This is an optimization exercise on Yosys and OpenROAD, whose aim is a short achievable clock period and few clock cycles, not a production implementation. In this exercise RTL edits were held to simulation tests only and were not proved equivalent to the original. Power and IR drop assume default switching activity.

**flow/design.v**
```verilog
module hc11_decoder (
    input  wire        clk,
    input  wire        rst,
    input  wire        start,
    input  wire [15:0] addr,
    output reg         done,
    output reg         rd_req,
    output reg  [15:0] rd_addr,
    input  wire        rd_ack,
    input  wire [7:0]  rd_data,
    output reg  [2:0]  len,
    output reg  [47:0] raw,
    output reg         valid,
    output reg  [2:0]  fam,
    output reg  [3:0]  sfx,
    output reg  [2:0]  opform,
    output reg  [15:0] operand
);
    localparam FAM_NULL = 3'd0, FAM_LD = 3'd1, FAM_ST = 3'd2, FAM_SUB = 3'd3, FAM_AD = 3'd4;
    localparam SFX_NONE = 4'd0, SFX_DD = 4'd1, SFX_DB = 4'd2, SFX_CA = 4'd3, SFX_CB = 4'd4,
               SFX_DA = 4'd5, SFX_B = 4'd6, SFX_A = 4'd7, SFX_AA = 4'd8, SFX_AB = 4'd9,
               SFX_D = 4'd10, SFX_S = 4'd11, SFX_X = 4'd12, SFX_Y = 4'd13;
    localparam OF_NONE = 3'd0, OF_IMM8 = 3'd1, OF_IMM16 = 3'd2, OF_DIR = 3'd3,
               OF_IDX_X = 3'd4, OF_IDX_Y = 3'd5, OF_EXT = 3'd6;
    localparam S_IDLE = 3'd0, S_PFX_RD = 3'd1, S_PFX_EV = 3'd2, S_ZERO_RD = 3'd3,
               S_OP1_RD = 3'd4, S_OP2_RD = 3'd5, S_RAW_RD = 3'd6, S_DONE = 3'd7;
    reg [2:0]  state;
    reg [15:0] da;        
    reg [1:0]  k;         
    reg [7:0]  pb;        
    reg [7:0]  b;         
    reg [1:0]  mode;      
    reg        is16;
    reg        extra;     
    reg [7:0]  op_hi;
    reg [2:0]  ri;        
    wire [15:0] p = da + {14'd0, k};             
    wire [15:0] q = p + 16'd1 + {15'd0, extra};   
    wire [7:0] m      = b & 8'h85;
    wire [7:0] v      = b & 8'hCF;
    wire       is_ld  = (m == 8'h84);
    wire       is_st  = (m == 8'h85) && (b != 8'hCD);
    wire       is_sub = (m == 8'h80) || ((m == 8'h81) && (v == 8'h83));
    wire       is_ad  = (m == 8'h81) && (v != 8'h83);
    wire       is_esc = (m == 8'h00) || (b == 8'hCD);
    reg [3:0] sfx_n;
    reg       is16_n;
    always @(*) begin
        sfx_n  = SFX_NONE;
        is16_n = 1'b0;
        case (v)
            8'hC3: begin sfx_n = SFX_DD; is16_n = 1'b1; end
            8'hCB: sfx_n = SFX_DB;
            8'h89: sfx_n = SFX_CA;
            8'hC9: sfx_n = SFX_CB;
            8'h8B: sfx_n = SFX_DA;
            8'hC0: sfx_n = SFX_B;
            8'h80: sfx_n = SFX_A;
            8'h86, 8'h87: sfx_n = SFX_AA;
            8'hC6, 8'hC7: sfx_n = SFX_AB;
            8'h83, 8'hCC, 8'hCD: begin sfx_n = SFX_D; is16_n = 1'b1; end
            8'h8E, 8'h8F: begin sfx_n = SFX_S; is16_n = 1'b1; end
            8'hCE, 8'hCF: begin
                if (pb == 8'h00 || pb == 8'hCD) sfx_n = SFX_X;
                else if (pb == 8'h18)           sfx_n = SFX_Y;
                else                            sfx_n = SFX_NONE;
            end
            default: ;
        endcase
    end
    always @(posedge clk) begin
        if (rst) begin
            state  <= S_IDLE;
            done   <= 1'b0;
            rd_req <= 1'b0;
        end else begin
            done <= 1'b0;
            case (state)
                S_IDLE: begin
                    if (start) begin
                        da      <= addr;
                        k       <= 2'd0;
                        pb      <= 8'h00;
                        is16    <= 1'b0;
                        extra   <= 1'b0;
                        fam     <= FAM_NULL;
                        sfx     <= SFX_NONE;
                        opform  <= OF_NONE;
                        operand <= 16'h0000;
                        valid   <= 1'b0;
                        raw     <= 48'd0;
                        rd_req  <= 1'b1;
                        rd_addr <= addr;
                        state   <= S_PFX_RD;
                    end
                end
                S_PFX_RD: begin
                    if (rd_ack) begin
                        rd_req <= 1'b0;
                        b      <= rd_data;
                        state  <= S_PFX_EV;
                    end
                end
                S_PFX_EV: begin
                    if (is_ld || is_st || is_sub || is_ad) begin
                        valid <= 1'b1;
                        fam   <= is_ld ? FAM_LD : is_st ? FAM_ST : is_sub ? FAM_SUB : FAM_AD;
                        sfx   <= sfx_n;
                        is16  <= is16_n;
                        mode  <= b[5:4];
                        rd_req <= 1'b1;
                        rd_addr <= p + 16'd1;
                        if (b[5:4] == 2'b00 && is16_n)
                            state <= S_ZERO_RD;
                        else
                            state <= S_OP1_RD;
                    end else if (is_esc && k != 2'd3) begin
                        pb      <= b;
                        k       <= k + 2'd1;
                        rd_req  <= 1'b1;
                        rd_addr <= p + 16'd1;
                        state   <= S_PFX_RD;
                    end else begin
                        len     <= {1'b0, k} + 3'd1;
                        ri      <= 3'd0;
                        rd_req  <= 1'b1;
                        rd_addr <= da;
                        state   <= S_RAW_RD;
                    end
                end
                S_ZERO_RD: begin
                    if (rd_ack) begin
                        rd_req <= 1'b0;
                        if (rd_data == 8'h00) begin
                            extra <= 1'b1;
                            is16  <= 1'b0;
                        end
                        state <= S_OP1_RD;
                    end
                end
                S_OP1_RD: begin
                    if (!rd_req) begin
                        rd_req  <= 1'b1;
                        rd_addr <= q;
                    end else if (rd_ack) begin
                        rd_req <= 1'b0;
                        op_hi  <= rd_data;
                        if (mode == 2'b11 || (mode == 2'b00 && is16)) begin
                            state <= S_OP2_RD;
                        end else begin
                            operand <= {8'h00, rd_data};
                            case (mode)
                                2'b00: opform <= OF_IMM8;
                                2'b01: opform <= OF_DIR;
                                2'b10: begin
                                    if (pb == 8'h00 || pb == 8'h1A)      opform <= OF_IDX_X;
                                    else if (pb == 8'h18 || pb == 8'hCD) opform <= OF_IDX_Y;
                                    else                                 opform <= OF_DIR;
                                end
                                default: opform <= OF_EXT;
                            endcase
                            len     <= {1'b0, k} + 3'd2 + {2'd0, extra};
                            ri      <= 3'd0;
                            state   <= S_RAW_RD;
                        end
                    end
                end
                S_OP2_RD: begin
                    if (!rd_req) begin
                        rd_req  <= 1'b1;
                        rd_addr <= q + 16'd1;
                    end else if (rd_ack) begin
                        rd_req  <= 1'b0;
                        operand <= {op_hi, rd_data};
                        opform  <= (mode == 2'b11) ? OF_EXT : OF_IMM16;
                        len     <= {1'b0, k} + 3'd3;
                        ri      <= 3'd0;
                        state   <= S_RAW_RD;
                    end
                end
                S_RAW_RD: begin
                    if (!rd_req) begin
                        rd_req  <= 1'b1;
                        rd_addr <= da + {13'd0, ri};
                    end else if (rd_ack) begin
                        rd_req <= 1'b0;
                        raw[ri*8 +: 8] <= rd_data;
                        if (ri == len - 3'd1) begin
                            state <= S_DONE;
                        end else begin
                            ri <= ri + 3'd1;
                        end
                    end
                end
                S_DONE: begin
                    done  <= 1'b1;
                    state <= S_IDLE;
                end
                default: state <= S_IDLE;
            endcase
        end
    end
endmodule
module hc11mon_dl #(
    parameter [15:0] MIN      = 16'h0400,
    parameter [15:0] MAX      = 16'h7DFF,
    parameter [15:0] LF_START = 16'h1000,
    parameter [15:0] LF_MAX   = 16'h7DC0
) (
    input  wire        clk,
    input  wire        rst,
    input  wire        cmd_valid,
    output wire        cmd_ready,
    input  wire [1:0]  cmd_op,
    input  wire [15:0] cmd_start,
    input  wire [15:0] cmd_end,
    input  wire        in_valid,
    output wire        in_ready,
    input  wire [7:0]  in_data,
    input  wire        in_eos,
    output wire        mem_req,
    output wire        mem_we,
    output wire [15:0] mem_addr,
    output wire [7:0]  mem_wdata,
    input  wire        mem_ack,
    input  wire [7:0]  mem_rdata,
    output reg         ev_valid,
    input  wire        ev_ready,
    output reg  [2:0]  ev_type,
    output reg  [15:0] ev_addr,
    output reg  [15:0] ev_data,
    output reg  [15:0] ev_line,
    output reg  [2:0]  ev_kind,
    output reg         ev_flag,
    output reg  [2:0]  ev_len,
    output reg  [47:0] ev_raw,
    output reg  [2:0]  ev_fam,
    output reg  [3:0]  ev_sfx,
    output reg  [2:0]  ev_opform
);
    localparam OP_DECODE = 2'd0, OP_DISASM = 2'd1, OP_LOAD = 2'd2;
    localparam EV_ORG = 3'd1, EV_INSTR = 3'd2, EV_END = 3'd3, EV_PROGRESS = 3'd4,
               EV_SUMMARY = 3'd5, EV_REPORT = 3'd6;
    localparam ERR_BOUNDS = 3'd2, ERR_FORMAT = 3'd3, ERR_CHECKSUM = 3'd4,
               ERR_STREAMEND = 3'd5, ERR_RANGE = 3'd6;
    localparam M_IDLE     = 4'd0,
               M_EVWAIT   = 4'd1,
               M_DIS_LOOP = 4'd2,
               M_DIS_WAIT = 4'd3,
               M_L_FILL   = 4'd4,
               M_L_SCAN   = 4'd5,
               M_L_SHIFT  = 4'd6,
               M_L_HDR    = 4'd7,
               M_L_C1     = 4'd8,
               M_L_C2     = 4'd9,
               M_L_PAIR   = 4'd10,
               M_L_WR     = 4'd11;
    reg [3:0]  state;
    reg [3:0]  ret_state;    
    reg        single;       
    reg [16:0] cur;          
    reg [15:0] dend;
    reg [63:0] win;          
    reg [2:0]  fcnt;
    reg [15:0] line;
    reg [15:0] written;
    reg        first_v;
    reg [15:0] first;
    reg [7:0]  acc;
    reg [15:0] wc;
    reg [7:0]  cnt;
    reg [7:0]  c1, c2;
    reg [7:0]  wdat;
    reg        dec_start;
    wire       dec_done;
    wire       dec_rd_req;
    wire [15:0] dec_rd_addr;
    wire [2:0]  dec_len;
    wire [47:0] dec_raw;
    wire        dec_valid;
    wire [2:0]  dec_fam;
    wire [3:0]  dec_sfx;
    wire [2:0]  dec_opform;
    wire [15:0] dec_operand;
    hc11_decoder u_dec (
        .clk(clk), .rst(rst),
        .start(dec_start), .addr(cur[15:0]), .done(dec_done),
        .rd_req(dec_rd_req), .rd_addr(dec_rd_addr),
        .rd_ack(mem_ack), .rd_data(mem_rdata),
        .len(dec_len), .raw(dec_raw), .valid(dec_valid), .fam(dec_fam),
        .sfx(dec_sfx), .opform(dec_opform), .operand(dec_operand)
    );
    wire loading_wr = (state == M_L_WR);
    assign mem_req   = loading_wr | dec_rd_req;
    assign mem_we    = loading_wr;
    assign mem_addr  = loading_wr ? wc : dec_rd_addr;
    assign mem_wdata = wdat;
    assign cmd_ready = (state == M_IDLE);
    assign in_ready  = (state == M_L_FILL) || (state == M_L_SHIFT) ||
                       (state == M_L_C1) || (state == M_L_C2);
    wire   in_take   = in_valid & in_ready;
    function [4:0] hexval;           
        input [7:0] c;
        begin
            if (c >= 8'h30 && c <= 8'h39)      hexval = {1'b0, c[3:0]};
            else if (c >= 8'h41 && c <= 8'h46) hexval = {1'b0, c[3:0] + 4'd9};
            else                               hexval = 5'h10;
        end
    endfunction
    wire [4:0] h2 = hexval(win[23:16]);
    wire [4:0] h3 = hexval(win[31:24]);
    wire [4:0] h4 = hexval(win[39:32]);
    wire [4:0] h5 = hexval(win[47:40]);
    wire [4:0] h6 = hexval(win[55:48]);
    wire [4:0] h7 = hexval(win[63:56]);
    wire       hdr_bad = h2[4] | h3[4] | h4[4] | h5[4] | h6[4] | h7[4];
    wire [7:0] hdr_n  = {h2[3:0], h3[3:0]};
    wire [7:0] hdr_ah = {h4[3:0], h5[3:0]};
    wire [7:0] hdr_al = {h6[3:0], h7[3:0]};
    wire [15:0] hdr_la = {hdr_ah, hdr_al};
    wire [4:0] hc1 = hexval(c1);
    wire [4:0] hc2 = hexval(c2);
    wire       pair_bad = hc1[4] | hc2[4];
    wire [7:0] pair = {hc1[3:0], hc2[3:0]};
    wire [7:0] acc_n = acc + pair;
    wire [7:0] fsum = ~acc;
    task emit_report;
        input [2:0]  kind;
        input [15:0] a;
        input [15:0] d;
        input [15:0] l;
        begin
            ev_valid  <= 1'b1;
            ev_type   <= EV_REPORT;
            ev_kind   <= kind;
            ev_addr   <= a;
            ev_data   <= d;
            ev_line   <= l;
            ret_state <= M_IDLE;
            state     <= M_EVWAIT;
        end
    endtask
    always @(posedge clk) begin
        if (rst) begin
            state     <= M_IDLE;
            ev_valid  <= 1'b0;
            dec_start <= 1'b0;
        end else begin
            dec_start <= 1'b0;
            case (state)
                M_IDLE: begin
                    if (cmd_valid) begin
                        case (cmd_op)
                            OP_DECODE: begin
                                single    <= 1'b1;
                                cur       <= {1'b0, cmd_start};
                                dec_start <= 1'b1;
                                state     <= M_DIS_WAIT;
                            end
                            OP_DISASM: begin
                                single <= 1'b0;
                                cur    <= {1'b0, cmd_start};
                                dend   <= cmd_end;
                                if (cmd_start > cmd_end)
                                    emit_report(ERR_RANGE, cmd_start, cmd_end, 16'd0);
                                else if (cmd_start < MIN || cmd_start > MAX)
                                    emit_report(ERR_BOUNDS, cmd_start, 16'd0, 16'd0);
                                else if (cmd_end < MIN || cmd_end > MAX)
                                    emit_report(ERR_BOUNDS, cmd_end, 16'd0, 16'd0);
                                else begin
                                    ev_valid  <= 1'b1;
                                    ev_type   <= EV_ORG;
                                    ev_addr   <= cmd_start;
                                    ret_state <= M_DIS_LOOP;
                                    state     <= M_EVWAIT;
                                end
                            end
                            OP_LOAD: begin
                                line    <= 16'd1;
                                written <= 16'd0;
                                first_v <= 1'b0;
                                first   <= 16'd0;
                                fcnt    <= 3'd0;
                                state   <= M_L_FILL;
                            end
                            default: ;   
                        endcase
                    end
                end
                M_EVWAIT: begin
                    if (ev_ready) begin
                        ev_valid <= 1'b0;
                        state    <= ret_state;
                    end
                end
                M_DIS_LOOP: begin
                    if (cur <= {1'b0, dend}) begin
                        dec_start <= 1'b1;
                        state     <= M_DIS_WAIT;
                    end else begin
                        ev_valid  <= 1'b1;
                        ev_type   <= EV_END;
                        ev_addr   <= dend;
                        ret_state <= M_IDLE;
                        state     <= M_EVWAIT;
                    end
                end
                M_DIS_WAIT: begin
                    if (dec_done) begin
                        ev_valid  <= 1'b1;
                        ev_type   <= EV_INSTR;
                        ev_addr   <= cur[15:0];
                        ev_len    <= dec_len;
                        ev_raw    <= dec_raw;
                        ev_flag   <= dec_valid;
                        ev_fam    <= dec_fam;
                        ev_sfx    <= dec_sfx;
                        ev_opform <= dec_opform;
                        ev_data   <= dec_operand;
                        cur       <= cur + {14'd0, dec_len};
                        ret_state <= single ? M_IDLE : M_DIS_LOOP;
                        state     <= M_EVWAIT;
                    end
                end
                M_L_FILL: begin
                    if (in_take) begin
                        if (in_eos)
                            emit_report(ERR_STREAMEND, 16'd0, 16'd0, line);
                        else begin
                            win  <= {in_data, win[63:8]};
                            fcnt <= fcnt + 3'd1;
                            if (fcnt == 3'd7)
                                state <= M_L_SCAN;
                        end
                    end
                end
                M_L_SHIFT: begin
                    if (in_take) begin
                        if (in_eos)
                            emit_report(ERR_STREAMEND, 16'd0, 16'd0, line);
                        else begin
                            win   <= {in_data, win[63:8]};
                            state <= M_L_SCAN;
                        end
                    end
                end
                M_L_SCAN: begin
                    if (win[7:0] == "S" && win[15:8] == "9") begin
                        ev_valid  <= 1'b1;
                        ev_type   <= EV_SUMMARY;
                        ev_flag   <= first_v;
                        ev_addr   <= first;
                        ev_data   <= written;
                        ret_state <= M_IDLE;
                        state     <= M_EVWAIT;
                    end else if (win[7:0] == "S" && win[15:8] == "1") begin
                        state <= M_L_HDR;
                    end else begin
                        state <= M_L_SHIFT;
                    end
                end
                M_L_HDR: begin
                    if (hdr_bad)
                        emit_report(ERR_FORMAT, 16'd0, 16'd0, line);
                    else if (hdr_la < LF_START || hdr_la > LF_MAX)
                        emit_report(ERR_BOUNDS, hdr_la, 16'd0, line);
                    else begin
                        if (!first_v) begin
                            first_v <= 1'b1;
                            first   <= hdr_la;
                        end
                        acc   <= hdr_ah + hdr_al + hdr_n;
                        wc    <= hdr_la;
                        cnt   <= (hdr_n >= 8'd3) ? hdr_n - 8'd3 : 8'd0;
                        state <= M_L_C1;
                    end
                end
                M_L_C1: begin
                    if (in_take) begin
                        if (in_eos)
                            emit_report(ERR_STREAMEND, 16'd0, 16'd0, line);
                        else begin
                            c1    <= in_data;
                            state <= M_L_C2;
                        end
                    end
                end
                M_L_C2: begin
                    if (in_take) begin
                        if (in_eos)
                            emit_report(ERR_STREAMEND, 16'd0, 16'd0, line);
                        else begin
                            c2    <= in_data;
                            state <= M_L_PAIR;
                        end
                    end
                end
                M_L_PAIR: begin
                    if (pair_bad)
                        emit_report(ERR_FORMAT, 16'd0, 16'd0, line);
                    else if (cnt != 8'd0) begin
                        acc <= acc_n;
                        if (wc < MIN || wc > MAX)
                            emit_report(ERR_BOUNDS, wc, 16'd0, line);
                        else begin
                            wdat  <= pair;
                            state <= M_L_WR;
                        end
                    end else begin
                        if (fsum != pair || pair == 8'h00)
                            emit_report(ERR_CHECKSUM, 16'd0, {fsum, pair}, line);
                        else begin
                            ev_valid  <= 1'b1;
                            ev_type   <= EV_PROGRESS;
                            line      <= line + 16'd1;
                            fcnt      <= 3'd0;
                            ret_state <= M_L_FILL;
                            state     <= M_EVWAIT;
                        end
                    end
                end
                M_L_WR: begin
                    if (mem_ack) begin
                        wc      <= wc + 16'd1;
                        written <= written + 16'd1;
                        cnt     <= cnt - 8'd1;
                        state   <= M_L_C1;
                    end
                end
                default: state <= M_IDLE;
            endcase
        end
    end
endmodule
```
**flow/run.sh**
```bash
#!/bin/bash
# synth_recipe.tcl (not shown) runs the flow's synth.tcl, then flattens the netlist and writes it again
# the make line also repeats each setting of config.mk as NAME=value (left out here)
make -C /OpenROAD-flow-scripts/flow DESIGN_CONFIG=/design/flow/config.mk WORK_HOME=/design/flow/orfs CLKGATE_MAP_FILE= SYNTH_SCRIPT=/design/flow/synth_recipe.tcl finish
```
**flow/config.mk**
```make
export PLATFORM = sky130hd
export DESIGN_NAME = hc11mon_dl
export DESIGN_NICKNAME = hc11mon_dl
export VERILOG_FILES = /design/flow/design.v
export SDC_FILE = /design/flow/constraint.sdc
export NUM_CORES = 4
export LEC_CHECK = 0
export CAP_MARGIN = 20
export CORE_MARGIN = 2
export CORE_UTILIZATION = 40
export PLACE_DENSITY = 0.6
export SLEW_MARGIN = 20
```
**flow/constraint.sdc**
```tcl
create_clock -name core_clock -period 5.0 [get_ports {clk}]
set_input_delay 1.0000 -clock core_clock [delete_from_list [all_inputs] [get_ports {clk}]]
set_output_delay 1.0000 -clock core_clock [all_outputs]
set_load 0.01 [all_outputs]
```
==> notes.md <==
## metrics by stage
stage / worst slack (ps) / instances / cell area [µm²] / power (mW) / util [%]
floorplan: 139 / 2322 / 25800 / 6.32 / -
global placement: 538 / 3313 / 28900 / 7.40 / 45.6
detailed placement: 466 / 3313 / 28900 / 7.43 / 45.6
CTS: 490 / 3409 / 30600 / 11.3 / 48.4
global route: 265 / 3409 / 30600 / 11.7 / 48.4
finish: 471 / 3411 / 30600 / 11.3 / 48.4
## cell usage after synthesis (11+ instances only)
| library cell | n |
|---|---|
| clkbuf_1 | 96 |
| a21o_1 | 16 |
| a21oi_1 | 112 |
| nand4_1 | 21 |
| a22oi_1 | 70 |
| fa_1 | 13 |
| o21bai_1 | 18 |
| o221ai_1 | 33 |
| nor3_1 | 36 |
| a211oi_1 | 12 |
| a222oi_1 | 27 |
| nand3_1 | 58 |
| and2_1 | 21 |
| and3_1 | 37 |
| o211ai_1 | 12 |
| inv_1 | 125 |
| o22ai_1 | 14 |
| a31oi_1 | 11 |
| or3_1 | 16 |
| dfxtp_1 | 11 |
| ha_1 | 103 |
| nor4_1 | 30 |
| nand2b_1 | 12 |
| xor2_1 | 56 |
| nand2_1 | 224 |
| mux2i_1 | 27 |
| o21a_1 | 13 |
| edfxtp_1 | 467 |
| o21ai_0 | 101 |
| xnor2_1 | 72 |
| nor2_1 | 252 |
| nor2b_1 | 40 |
## state kept, by name (all words and copies together), names as in the netlist, 16 cells and up
register and flops:
written 16, cur 17, u_dec.operand 16, win 64
u_dec.raw 48, ev_addr 16, u_dec.da 16, ev_data 16
first 16, ev_line 16, ev_raw 48, dend 16
u_dec.rd_addr 16, line 16, wc 16
## path summary, 6_finish.rpt
kind                 from         to
max               win[56]     acc[6]
max reg2reg       win[56]     acc[6]
min reg2reg  u_dec.sfx[3]  ev_sfx[3]
min          u_dec.sfx[3]  ev_sfx[3]
## layout by cell type, fill, tap and decap left out, types with 13 or more instances in the layout
master           count
nand4_1             21
nand3_1             57
nor2b_1             40
or3_1               16
inv_1              125
ha_1               103
nor2_1             249
buf_4               58
a21o_1              16
o21bai_1            18
xnor2_1             72
a21oi_1            112
xor2_1              56
clkbuf_1            13
fa_1                13
o21ai_0            100
mux2i_1             27
nand2_1            224
o221ai_1            32
and3_1              37
o21a_1              13
and2_1              21
clkdlybuf4s50_1    201
o22ai_1             14
clkbuf_16           53
nor3_1              30
a222oi_1            27
edfxtp_1           467
a22oi_1             70
nor4_1              26
## logic make-up (layout without fill, tap and decap cells)
family | after synthesis | in the layout | share of synthesized area (%)
simple gates | 805 | 805 | 15.1
compound gates | 516 | 516 | 14.0
flops | 478 | 478 | 55.3
buf+inv | 243 | 484 | 3.68
xor+xnor | 131 | 131 | 4.54
fa+ha+maj | 117 | 117 | 6.06
mux | 32 | 32 | 1.31
other cells | 0 | 2 | 0
## power groups by stage
stage	logic, mW	clock network [mW]	registers, mW
2_1_floorplan	1.07	0	5.25
4_1_cts	2.08	3.97	5.28
3_5_place_dp	2.07	0	5.36
5_1_grt	2.25	4.12	5.31
6_report	2.10	3.90	5.27
3_3_place_gp	2.05	0	5.36
## critical path: stages (launching register included)
cell	delay (ps)
edfxtp_1	510
inv_1	140
ha_1	170
or3b_1	360
and4_1	310
a21oi_1	180
nor2_1	50
a31oi_1	650
fa_1	530
inv_1	110
ha_1	240
a21o_1	150
a21oi_1	220
o21bai_1	90
a21oi_1	190
xnor2_1	170
nand2_1	100
o21ai_0	80
## layout make-up
cell class,count,share of cell area [%]
flip-flops and latches,478,46.5
well taps,846,3.46
repair buffers,259,7.99
diodes,2,0.0163
inverters,129,1.58
multi-input cells,1601,34.8
clock inverters,28,1.03
clock buffers,68,4.58
## per-layer routing
layer	GRT usage, %	wire length [µm]	vias up
met3	3.06	6030	141
met1	34.0	34700	9781
li1	-	-	9036
met4	8.43	2890	6
met2	38.6	38000	833
met5	0	31	-
==> summary.txt <==
Yosys
  – Post-Synthesis Net Count: approximately 2500
  – Syn Std Cell Area: between 20000 and 30000 µm²
  – Yosys reg bits: about 480
  – Cell count after synthesis: 2322
  – Avg Inst Size Synth: ~11 µm²
  – Count of different cell masters after synthesis: between 100 and 150
  – Number of enable flip-flop cells after synthesis: ~470
  – Main area contributors after synthesis: edfxtp_1 (54%), ha_1 (5.0%), nor2_1 (3.7%)
  – Ys async rst share: 0%
  – Fraction of post-synthesis cell area in the top cell type by area: 54.5%
  – Flip-flop cell with the highest count after synthesis: edfxtp_1
  – Part of the Yosys area used for sequential elements: between 50% and 60%
  – Library cell with the largest summed area after synthesis: edfxtp_1
  – Yosys warning count: 2

Global route
  – Maximum number of pins on one net before global-route repair: 65
  – Number of global-route vias before repair: 18900
  – Number of antenna violations at the first check in global routing: 3
  – Global routing usage summed across all routing layers: ~24%
  – Leftover overflow at the end of global routing: 0
  – Wire length of the first global-routing pass: 122000 µm

Pwr
  – Static Leak: 11.0 nW
  – Comb pwr share: between 10% and 20%
  – Reg power frac: between 40% and 50%
  – Proportion of power drawn by the clock network: 34.6%
  – Pwr dens: roughly 370 nW/µm²
  – Peak supply drop: 0.000259 V
  – Sw Share: between 20% and 30%
  – Cell internal power dissipation: about 8 mW
  – Sw Pwr: 3.25 mW

Die
  – Die span in y: around 260 µm
  – Die area: around 66000 µm²
  – Initial core utilization: 40.7%
  – Floorplan core area: approximately 63000 µm²
  – Die width: 258 µm
  – I/O pin count: 202
  – Standard-cell rows: between 90 and 100

Worst setup path
  – Data arrival time at the worst-slack endpoint: 4870 ps
  – Crit-path max FO: 8
  – Critical path endpoint category: flop
  – Critical setup path kind: flop to flop
  – R2r setup slk: 470 ps
  – Startpoint types: flop
  – Register-to-Register Path Depth: 17
  – Required time of the worst setup path: roughly 5300 ps

Routing
  – Avg Vias per Cell: ~5.8
  – Drt total wl: just over 80000 µm
  – Vias after detailed routing: 19800
  – Drt first-iter violations: 2016
  – Post-route antenna net violation count: 0
  – Routed wire per std cell: between 20 and 25 µm
  – Residual DRC count: 0
  – Detailed Routing Iterations Pass 1: 6

Clocking
  – Post-CTS setup buffers: 0
  – # clock sinks: approximately 480
  – Maximum root-to-sink buffer count: 3
  – Hold buffers post-CTS: 0
  – Number of gates given a new drive strength after cts: 0
  – Number of buffers created by CTS: 53
  – Count of H-tree levels built during CTS: 2
  – Cell chosen for the clock root: clkbuf_16
  – TritonCTS clock tree: yes
  – Clock input transition at the sequential cells of the worst setup and hold paths: ~60 ps
  – Clock latency reported for the late side of the worst-skew pair: slightly above 600 ps

Run status
  – Run status: finished clean

STA
  – Tightest hold margin: between 400 and 500 ps
  – Setup repair after global routing missed its margin: no
  – Worst Tran Pin Value: roughly 1100 ps
  – Setup TNS Final: 0 ps
  – Achievable frequency: about 220 MHz
  – Worst slew slack as a fraction of its limit: about 28%
  – Final Slew Violations: 0
  – Setup-failing EPs final: 0
  – Worst clock skew: around 44 ps
  – Hold Fails Final Rpt: 0
  – Clock period minus worst slack: roughly 4500 ps
  – Final Cycle Share: 90.6%

Min path
  – Worst hold path depth: 0
  – Worst min-delay path class: flop to flop

Run
  – Maximum capacitance violations: 0

Finish
  – Total area of multi-input combinational cells: 10700 µm²
  – Number of filler cells placed in the layout: between 5000 and 6000
  – Area occupied by registers: 14200 µm²
  – Post-layout net count: roughly 2700
  – Layout-stage area growth over the synthesis result: 19.0%
  – Layout cell share with drive strength beyond 1: under 10%

Place
  – Count of input and output buffers: 201
  – HPWL Detailed: about 60000 µm
  – Final Wtd Congestion: around 1.0
Testbench counts, summed over its fixed seeds: cycles 121,896.

re-timing with driven ports:
Ports are ideal in the flow. The routed layout listed here was re-timed in OpenROAD.
Step 1: set_driving_cell puts a clkbuf_16 on clk and a buf_2 on each other input, an assumption about the parent block.
Step 2 also shifts input and output timing later by t, the mid clock arrival at the registers, as if the neighbouring blocks saw the same clock.
Slacks: no drivers / after step 1 / after step 2; pairs: no drivers / after step 1.
t (ns): 0.655
setup WS [ns]: 0.471 / 0.443 / 0.377
worst hold slack (ns): 0.424 / 0.424 / 0.424
worst register clock-pin slew, ns: 0.07 / 0.07
After both steps this run still meets setup and hold. The setup slack of this run moves by -0.028 ns with the drivers and by -0.094 ns with both steps.
